What follows belongs to an exercise in optimizing a design on an open flow for small area, a short achievable clock period and few clock cycles; a production flow would make more cautious choices. Function was checked by simulation only, so behaviour that the tests miss may differ from the original. Power and IR drop assume default switching activity.

==> flow/design.v (excerpt) <==
module acc_core (
    input  wire        clk,
    input  wire        rst,           
    input  wire [31:0] max_steps,     
    output wire        mem_req,
    output wire        mem_we,
    output wire [11:0] mem_addr,
    output wire [15:0] mem_wdata,
    input  wire        mem_ready,
    input  wire [15:0] mem_rdata,
    output wire        done,
    output wire        halted,
    output wire [2:0]  fault_kind,
    output wire [15:0] fault_ea,
    output wire [15:0] pc,
    output wire [15:0] acc,
    output wire [15:0] ir,
    output wire [3:0]  flags,         
    output wire [31:0] step_count,
    input  wire [3:0]  dbg_sel,
    output wire [15:0] dbg_reg
);
    localparam OP_HALT  = 4'd0;
    localparam OP_LOAD  = 4'd1;
    localparam OP_STORE = 4'd2;
    localparam OP_ADD   = 4'd3;
    localparam OP_SUB   = 4'd4;
    localparam OP_CMP   = 4'd5;
    localparam OP_JMP   = 4'd6;
    localparam OP_JZ    = 4'd7;
    localparam OP_JNZ   = 4'd8;
    localparam S_FETCH = 2'd0;
    localparam S_PTR   = 2'd1;
    localparam S_MEM   = 2'd2;
    reg [1:0]  state;
    reg [12:0] pc_r;        
    reg [15:0] acc_r;
    reg [15:0] ir_r;
    reg [15:0] md;
    reg        zf, sf, cf, of;
    reg        halted_r;
    reg [2:0]  fk;
    reg [31:0] sc;
    reg        done_r;
    reg        stop_r;      
    reg        first;       
    reg [15:0] regs [0:15];
    reg        pend;
  ...
For scale: ~1600 cells after synthesis, roughly 360 flip-flops, ~0.018 mm^2 of cells after synthesis.
export LEC_CHECK = 0
export CAP_MARGIN = 20
export CORE_MARGIN = 2
export CORE_UTILIZATION = 40
export CTS_CLUSTER_DIAMETER = 120
export CTS_CLUSTER_SIZE = 20
export PLACE_DENSITY = 0.6
export SETUP_SLACK_MARGIN = 3.5
export SLEW_MARGIN = 20
export TNS_END_PERCENT = 10
create_clock -name core_clock -period 8.0 [get_ports {clk}]
standard.sh (not shown) runs the stock make flow with config.mk's settings and CLKGATE_MAP_FILE= SYNTH_SCRIPT=/design/flow/synth_recipe.tcl, a recipe that flattens the netlist after the stock synthesis.
==> flow/flow/run.sh <==
#!/bin/bash
# The standard layout (standard.sh) with two changes:
#  - synthesis maps the logic with abc's own default (area-oriented) script
#    instead of ORFS's speed script; everything else in the synthesis is
#    synth_recipe.tcl unchanged, so the registers are the standard ones
#  - the port buffers are the smallest plain buffer rather than the delay
#    buffer buffer_ports picks on its own; timing repair resizes them where a
#    path needs it
# make's output goes to standard.log; each ORFS step keeps its own log under
# orfs/logs.
set -o pipefail
cat flow/abc_override.tcl synth_recipe.tcl > my_synth.tcl
sed "s#SYNTH_SCRIPT=[^ ]*#SYNTH_SCRIPT=$PWD/my_synth.tcl#" standard.sh > my_standard.sh
grep -q "SYNTH_SCRIPT=$PWD/my_synth.tcl" my_standard.sh || { echo "could not point standard.sh at my_synth.tcl"; exit 1; }
export BUFFER_PORTS_ARGS="-buffer_cell sky130_fd_sc_hd__buf_1"
bash my_standard.sh > standard.log 2>&1
==> flow/flow/abc_override.tcl <==
# abc with its own default (area-oriented) mapping script instead of the
# script, delay target and constraints ORFS hands it; liberty and dont_use
# arguments are kept
proc abc {args} {
  set kept {}
  for {set i 0} {$i < [llength $args]} {incr i} {
    set a [lindex $args $i]
    if {$a in {-script -D -constr}} { incr i; continue }
    lappend kept $a
  }
  yosys abc {*}$kept
}
The first run produced a clean layout.
Testbench counts at the start, summed over its fixed seeds: cycles 80,223.
Next try:
Settings changed: CTS_CLUSTER_SIZE 20 to 25, SETUP_SLACK_MARGIN 3.5 to 3.25.
What happened:
- final cell count came out lower by 2.2%
- clock-buffer cell count fell by 8
- sequential share of layout area rose by 1.9 points
- critical path depth fell by 1
- clock power falls by about 9%
- setup slack loses 0.0054 ns
- via count drops by 1.4%
- sequential cell count does not change
Next try:
Settings changed: CTS_CLUSTER_DIAMETER 120 to 150, CTS_CLUSTER_SIZE 25 to 30, SETUP_SLACK_MARGIN 3.25 to 3.5.
What happened: Cell area went up by 2.4%. Non-clock buffer count went up by 34. Synthesized cell count does not change.
Next try:
Settings changed: CTS_CLUSTER_DIAMETER 150 to 120, CTS_CLUSTER_SIZE 30 to 20, SETUP_SLACK_MARGIN 3.5 to 3.35.
The changed run completed without violations.
Global-route usage is lower by 0.69 points.
First-iteration DRC count is higher by about 0.8%.
Sequential power hardly moves.
Non-clock buffer count is lower by 25.
Via count stays flat.
Register-to-register slack loses 0.42 ns.
Maximum frequency is lower by about 2.4%.
Clock-buffer cell count is higher by 16.
Next try:
==> flow/flow/run.sh (replaced) <==
#!/bin/bash
# The standard layout (standard.sh), with the port buffers made of the
# smallest plain buffer instead of the delay buffer buffer_ports picks on
# its own; timing repair still resizes them where a path needs it.
set -o pipefail
export BUFFER_PORTS_ARGS="-buffer_cell sky130_fd_sc_hd__buf_1"
bash standard.sh > standard.log 2>&1
Settings changed: SETUP_SLACK_MARGIN 3.35 to 3.5.
removed: flow/flow/abc_override.tcl
Result: Area after synthesis increases by 10%; global-route usage went up by 1.1 points; count of clock-buffer cells in the layout fell by 1; cell count climbs by 9.0%; first-iteration DRC count is higher by 1.7%; total power barely changes; hold slack gains 0.034 ns; non-clock buffer count is higher by 20; via count goes up by 11%.

what the ideal ports hide:
No port has a modelled driver above. Below, the same layouts with a new extraction and two added sets of constraints. Step 1 assumes that a clkbuf_16 drives the clock port and a buf_2 every other input. Step 2, shift: input delay + t, output delay - t, t = (earliest + latest rising clock arrival at the registers) / 2. This alone moves slack from input paths to output paths. a / b / c = no drivers / after step 1 / after step 2; a / b = the first two.
run | shift t [ns] | setup slack, ns | clock arrival spread, ns
the first run | 0.609 | 3.185 / 3.128 / 2.879 | 0.031 / 0.031
the second run | 0.605 | 3.180 / 3.148 / 2.734 | 0.033 / 0.032
the third run | 0.597 | 3.225 / 3.141 / 2.884 | 0.036 / 0.037
the fourth run | 0.627 | 3.107 / 3.065 / 2.821 | 0.039 / 0.038
the fifth run | 0.631 | 3.260 / 3.255 / 2.667 | 0.031 / 0.030
After both steps every run listed still meets setup and hold. For the fifth run, which loses most, drivers alone change the setup slack by -0.005 ns; drivers and shift together by -0.593 ns.
